From an optimization exercise on the open Yosys and OpenROAD flow, aimed at small area, a short achievable clock period and few clock cycles; shortcuts taken in it are not production practice. Function was checked by simulation only, so behaviour that the tests miss may differ from the original. Power is estimated from default activity; no workload was simulated.

Setup of old:
==> flow/design.v <==
module racebox_decoder (
    input  wire        clk,
    input  wire        rst,
    input  wire        in_valid,
    input  wire [7:0]  in_data,
    output wire        in_ready,
    output wire        frame_valid,
    output wire        ck_error,
    output wire [31:0] itow,
    output wire [15:0] year,
    output wire [7:0]  month,
    output wire [7:0]  day,
    output wire [7:0]  hour,
    output wire [7:0]  minute,
    output wire [7:0]  second,
    output wire [7:0]  validity_flags,
    output wire [31:0] time_accuracy,
    output wire [31:0] nanoseconds,
    output wire [7:0]  fix_status,
    output wire [7:0]  fix_status_flags,
    output wire [7:0]  date_time_flags,
    output wire [7:0]  num_svs,
    output wire [31:0] longitude,
    output wire [31:0] latitude,
    output wire [31:0] wgs_altitude,
    output wire [31:0] msl_altitude,
    output wire [31:0] horizontal_accuracy,
    output wire [31:0] vertical_accuracy,
    output wire [31:0] speed,
    output wire [31:0] heading,
    output wire [31:0] speed_accuracy,
    output wire [31:0] heading_accuracy,
    output wire [15:0] pdop,
    output wire [7:0]  lat_lon_flags,
    output wire [7:0]  battery_status,
    output wire [15:0] gforce_x,
    output wire [15:0] gforce_y,
    output wire [15:0] gforce_z,
    output wire [15:0] rot_rate_x,
    output wire [15:0] rot_rate_y,
    output wire [15:0] rot_rate_z
);
    localparam       NB    = 81;      
    localparam [7:0] CK_A0 = 8'h50;   
    localparam [7:0] CK_B0 = 8'h9F;   
    localparam [6:0] FILL_0  = 7'h01;   
    localparam [6:0] FILL_79 = 7'h37;   
    localparam [6:0] FILL_87 = 7'h31;   
    reg [7:0]      in_q;
    reg            v_q;
    reg [8*NB-1:0] sr_q;        
    reg [6:0]      fill_q;
    reg            primed_q;    
    reg [2:0]      hst_q;
    reg [7:0]      ca_q;        
    reg [7:0]      cb_q;        
    reg            fv_q, ce_q;
    assign in_ready = 1'b1;
    wire [7:0] b1   = sr_q[7:0];
    wire [7:0] b81  = sr_q[8*80 +: 8];
    wire [7:0] b81m = primed_q ? b81 : 8'd0;
    wire cand  = v_q && (fill_q == FILL_87) && (hst_q == 3'd6);
    wire ck_ok = (b1 == ca_q) && (in_q == cb_q);
    wire acc   = cand && ck_ok;
    wire shift = v_q && !acc;
    wire [7:0] ca_n = ca_q + b1 - b81m;
    wire [7:0] cb_n = cb_q + ca_n - {b81m[3:0], 4'd0} - {b81m[1:0], 6'd0} - CK_A0;
    reg [2:0] hst_n;
    always @(*) begin
        case (hst_q)
            3'd0: hst_n = (b81 == 8'hB5) ? 3'd1 : 3'd0;
            3'd1: hst_n = (b81 == 8'h62) ? 3'd2 : (b81 == 8'hB5) ? 3'd1 : 3'd0;
            3'd2: hst_n = (b81 == 8'hFF) ? 3'd3 : (b81 == 8'hB5) ? 3'd1 : 3'd0;
            3'd3: hst_n = (b81 == 8'h01) ? 3'd4 : (b81 == 8'hB5) ? 3'd1 : 3'd0;
            3'd4: hst_n = (b81 == 8'h50) ? 3'd5 : (b81 == 8'hB5) ? 3'd1 : 3'd0;
            3'd5: hst_n = (b81 == 8'h00) ? 3'd6 : (b81 == 8'hB5) ? 3'd1 : 3'd0;
            default: hst_n = (b81 == 8'hB5) ? 3'd1 : 3'd0;
        endcase
    end
    always @(posedge clk) begin
        v_q  <= in_valid && !rst;
        in_q <= in_data;
        if (shift) begin
            sr_q[8*NB-1:8] <= sr_q[8*NB-9:0];
            hst_q          <= hst_n;
        end
        if (rst)
            sr_q[7:0] <= 8'd0;
        else if (shift)
            sr_q[7:0] <= in_q;
    end
    always @(posedge clk) begin
        if (rst) begin
            fill_q   <= FILL_0;
            primed_q <= 1'b0;
            ca_q     <= CK_A0;
            cb_q     <= CK_B0;
        end else if (acc) begin
            fill_q   <= FILL_0;
        end else if (v_q) begin
            if (fill_q != FILL_87)
                fill_q <= {fill_q[5:0], fill_q[6] ^ fill_q[5]};
            if (fill_q == FILL_79)
                primed_q <= 1'b1;
            ca_q <= ca_n;
            cb_q <= cb_n;
        end
    end
    always @(posedge clk) begin
        fv_q <= !rst && acc;
        ce_q <= !rst && cand && !ck_ok;
    end
    assign frame_valid = fv_q;
    assign ck_error    = ce_q;
    wire [7:0] p [0:79];
    genvar g;
    generate
        for (g = 0; g < 80; g = g + 1) begin : g_payload
            assign p[g] = sr_q[8*(80 - g) +: 8];
        end
    endgenerate
    assign itow                = {p[3], p[2], p[1], p[0]};
    assign year                = {p[5], p[4]};
    assign month               = p[6];
    assign day                 = p[7];
    assign hour                = p[8];
    assign minute              = p[9];
    assign second              = p[10];
    assign validity_flags      = p[11];
    assign time_accuracy       = {p[15], p[14], p[13], p[12]};
    assign nanoseconds         = {p[19], p[18], p[17], p[16]};
    assign fix_status          = p[20];
    assign fix_status_flags    = p[21];
    assign date_time_flags     = p[22];
    assign num_svs             = p[23];
    assign longitude           = {p[27], p[26], p[25], p[24]};
    assign latitude            = {p[31], p[30], p[29], p[28]};
    assign wgs_altitude        = {p[35], p[34], p[33], p[32]};
    assign msl_altitude        = {p[39], p[38], p[37], p[36]};
    assign horizontal_accuracy = {p[43], p[42], p[41], p[40]};
    assign vertical_accuracy   = {p[47], p[46], p[45], p[44]};
    assign speed               = {p[51], p[50], p[49], p[48]};
    assign heading             = {p[55], p[54], p[53], p[52]};
    assign speed_accuracy      = {p[59], p[58], p[57], p[56]};
    assign heading_accuracy    = {p[63], p[62], p[61], p[60]};
    assign pdop                = {p[65], p[64]};
    assign lat_lon_flags       = p[66];
    assign battery_status      = p[67];
    assign gforce_x            = {p[69], p[68]};
    assign gforce_y            = {p[71], p[70]};
    assign gforce_z            = {p[73], p[72]};
    assign rot_rate_x          = {p[75], p[74]};
    assign rot_rate_y          = {p[77], p[76]};
    assign rot_rate_z          = {p[79], p[78]};
endmodule
clock: 100.0 ns
lec_check: 0
cap_margin: 20
core_margin: 2
core_utilization: 70
place_density: 0.6
slew_margin: 20
standard.sh (not shown) runs the stock make flow with config.mk's settings and CLKGATE_MAP_FILE= SYNTH_SCRIPT=/design/flow/synth_recipe.tcl, a recipe that flattens the netlist after the stock synthesis.
==> flow/flow/run.sh <==
#!/bin/bash
# Standard ORFS layout with the smallest buffer on each port and a clock
# tree of mid-size buffers without dummy loads.
set -euo pipefail
export BUFFER_PORTS_ARGS="-buffer_cell sky130_fd_sc_hd__buf_1"
export PLACE_PINS_ARGS="-min_distance 1 -min_distance_in_tracks"
export CTS_ARGS="-sink_clustering_enable -repair_clock_nets -dont_use_dummy_load -buf_list sky130_fd_sc_hd__clkbuf_8 -root_buf sky130_fd_sc_hd__clkbuf_16 -sink_clustering_size 18 -sink_clustering_max_diameter 55"
bash standard.sh > flow_make.log 2>&1
Testbench counts of old, summed over its fixed seeds: cycles 100,212.
The inputs of new differ from those of old as listed below.
- PLACE_DENSITY: 0.6 -> 0.8
- CORE_UTILIZATION: 70 -> 75
--- a/flow/flow/run.sh
+++ b/flow/flow/run.sh
@@ -6 +5,0 @@
-export PLACE_PINS_ARGS="-min_distance 1 -min_distance_in_tracks"
## What came out
new did not make it past 3_2_place_iop, where a tool error ended it.
old -> new: synthesized area delta 0, exact match
new -> old: post-synthesis sequential area ratio delta 0, exact match
Diff new and old: effective utilization at floorplan higher in new
new: vertical extent of the die lower than old
Number of different library cells in the post-synthesis netlist came out exactly the same in new and old.

---

// racebox_decoder: RTL as listed in full above, without the edits since
==> flow/config.mk <==
export PLATFORM = sky130hd
export DESIGN_NAME = racebox_decoder
export DESIGN_NICKNAME = racebox_decoder
export VERILOG_FILES = /design/flow/design.v
export SDC_FILE = /design/flow/constraint.sdc
export NUM_CORES = 4
export LEC_CHECK = 0
export CAP_MARGIN = 20
export CORE_MARGIN = 2
export CORE_UTILIZATION = 75
export PLACE_DENSITY = 0.8
export SLEW_MARGIN = 20
==> flow/constraint.sdc <==
create_clock -name core_clock -period 100.0 [get_ports {clk}]
set_input_delay 20.0000 -clock core_clock [delete_from_list [all_inputs] [get_ports {clk}]]
set_output_delay 20.0000 -clock core_clock [all_outputs]
set_load 0.01 [all_outputs]
==> flow/flow/run.sh <==
#!/bin/bash
# Standard ORFS layout with the smallest buffer on each port and a clock
# tree of mid-size buffers without dummy loads.
set -euo pipefail
export BUFFER_PORTS_ARGS="-buffer_cell sky130_fd_sc_hd__buf_1"
export CTS_ARGS="-sink_clustering_enable -repair_clock_nets -dont_use_dummy_load -buf_list sky130_fd_sc_hd__clkbuf_8 -sink_clustering_size 16 -sink_clustering_max_diameter 50"
bash standard.sh > flow_make.log 2>&1
The baseline aborted during I/O pin placement, error PPL-0024.
Testbench counts at the start, summed over its fixed seeds: cycles 100,212.
Rerun with:
==> flow/flow/run.sh (replaced) <==
#!/bin/bash
# Standard ORFS layout with the smallest buffer on each port and a clock
# tree of mid-size buffers without dummy loads.
set -euo pipefail
export BUFFER_PORTS_ARGS="-buffer_cell sky130_fd_sc_hd__buf_1"
export PLACE_PINS_ARGS="-min_distance 1 -min_distance_in_tracks"
export CTS_ARGS="-sink_clustering_enable -repair_clock_nets -dont_use_dummy_load -buf_list sky130_fd_sc_hd__clkbuf_8 -root_buf sky130_fd_sc_hd__clkbuf_16 -sink_clustering_size 18 -sink_clustering_max_diameter 55"
bash standard.sh > flow_make.log 2>&1
Now the flow finished with timing, DRC and antenna clean.
Synthesized cell count does not change.
Synthesized area does not change.
Rerun with:
- CORE_UTILIZATION: 75 -> 70
- PLACE_DENSITY: 0.8 -> 0.7
After rerunning: Count of clock-buffer cells in the layout went up by 1; via count went down by 8.3%; final area is about the same; worst hold slack degrades by 48 ps; non-clock buffer count went down by 2; sequential power is about the same; core utilization went down by 7.0 points; setup slack improves by 32 ps; cell count went up by 0.84%; wire length went down by 18%.
Rerun with:
- CORE_UTILIZATION: 70 -> 65
- PLACE_DENSITY: 0.7 -> 0.65
Combinational power shrinks by about 3%.
Sequential power barely changes.
Global-route usage decreases by 1.7 points.
Sequential cell count is unchanged.
Routed wire length rose by 0.68%.
Sequential share of layout area goes down by 0.13 points.
Count of clock-buffer cells in the layout rises by 1.
Rerun with:
==> flow/flow/run.sh (replaced) <==
#!/bin/bash
# Standard ORFS layout with the smallest buffer on each port and a clock
# tree of mid-size buffers without dummy loads.
set -euo pipefail
export BUFFER_PORTS_ARGS="-buffer_cell sky130_fd_sc_hd__buf_1"
export PLACE_PINS_ARGS="-min_distance 1 -min_distance_in_tracks"
export CTS_ARGS="-sink_clustering_enable -repair_clock_nets -dont_use_dummy_load -buf_list sky130_fd_sc_hd__clkbuf_8 -sink_clustering_size 16 -sink_clustering_max_diameter 50"
bash standard.sh > flow_make.log 2>&1
- CORE_UTILIZATION: 65 -> 75
- PLACE_DENSITY: 0.65 -> 0.8
Outcome: Power went up slightly; final area stays flat; setup slack gets worse by 75 ps; flip-flop and latch count is unchanged; hold slack degrades by 16 ps; register-to-register slack loses 250 ps.

[static timing again, ports no longer ideal]
In the flow no input, the clock included, has a driving cell. The finished layouts below were timed again as built, in two steps. Step 1 sets driving cells, clkbuf_16 on the clock port and buf_2 on the other inputs (assumed; they add their load-dependent delay and slew). Step 2 moves the port delays by t, midway between the first and last clock arrival at a register: inputs arrive t later, outputs are due t later. That takes back most of the time a late clock gives input paths. Three values: ideal, step 1, step 2; two values: the first two.
run | shift t [ns] | slack for setup (ns) | hold WS [ns]
old | 0.562 | 78.706 / 78.654 / 78.791 | 0.416 / 0.416 / 0.416
the second run of note 2 | 0.557 | 78.699 / 78.649 / 78.540 | 0.441 / 0.441 / 0.441
the third run of note 2 | 0.553 | 78.731 / 78.679 / 78.769 | 0.393 / 0.393 / 0.393
the fourth run of note 2 | 0.565 | 78.721 / 78.669 / 78.719 | 0.437 / 0.437 / 0.437
the fifth run of note 2 | 0.622 | 78.646 / 78.598 / 78.697 | 0.421 / 0.421 / 0.421
After both steps setup and hold are still met in every run listed. The setup slack of the second run of note 2, which loses most, moves by -0.050 ns with the drivers and by -0.159 ns with both steps.
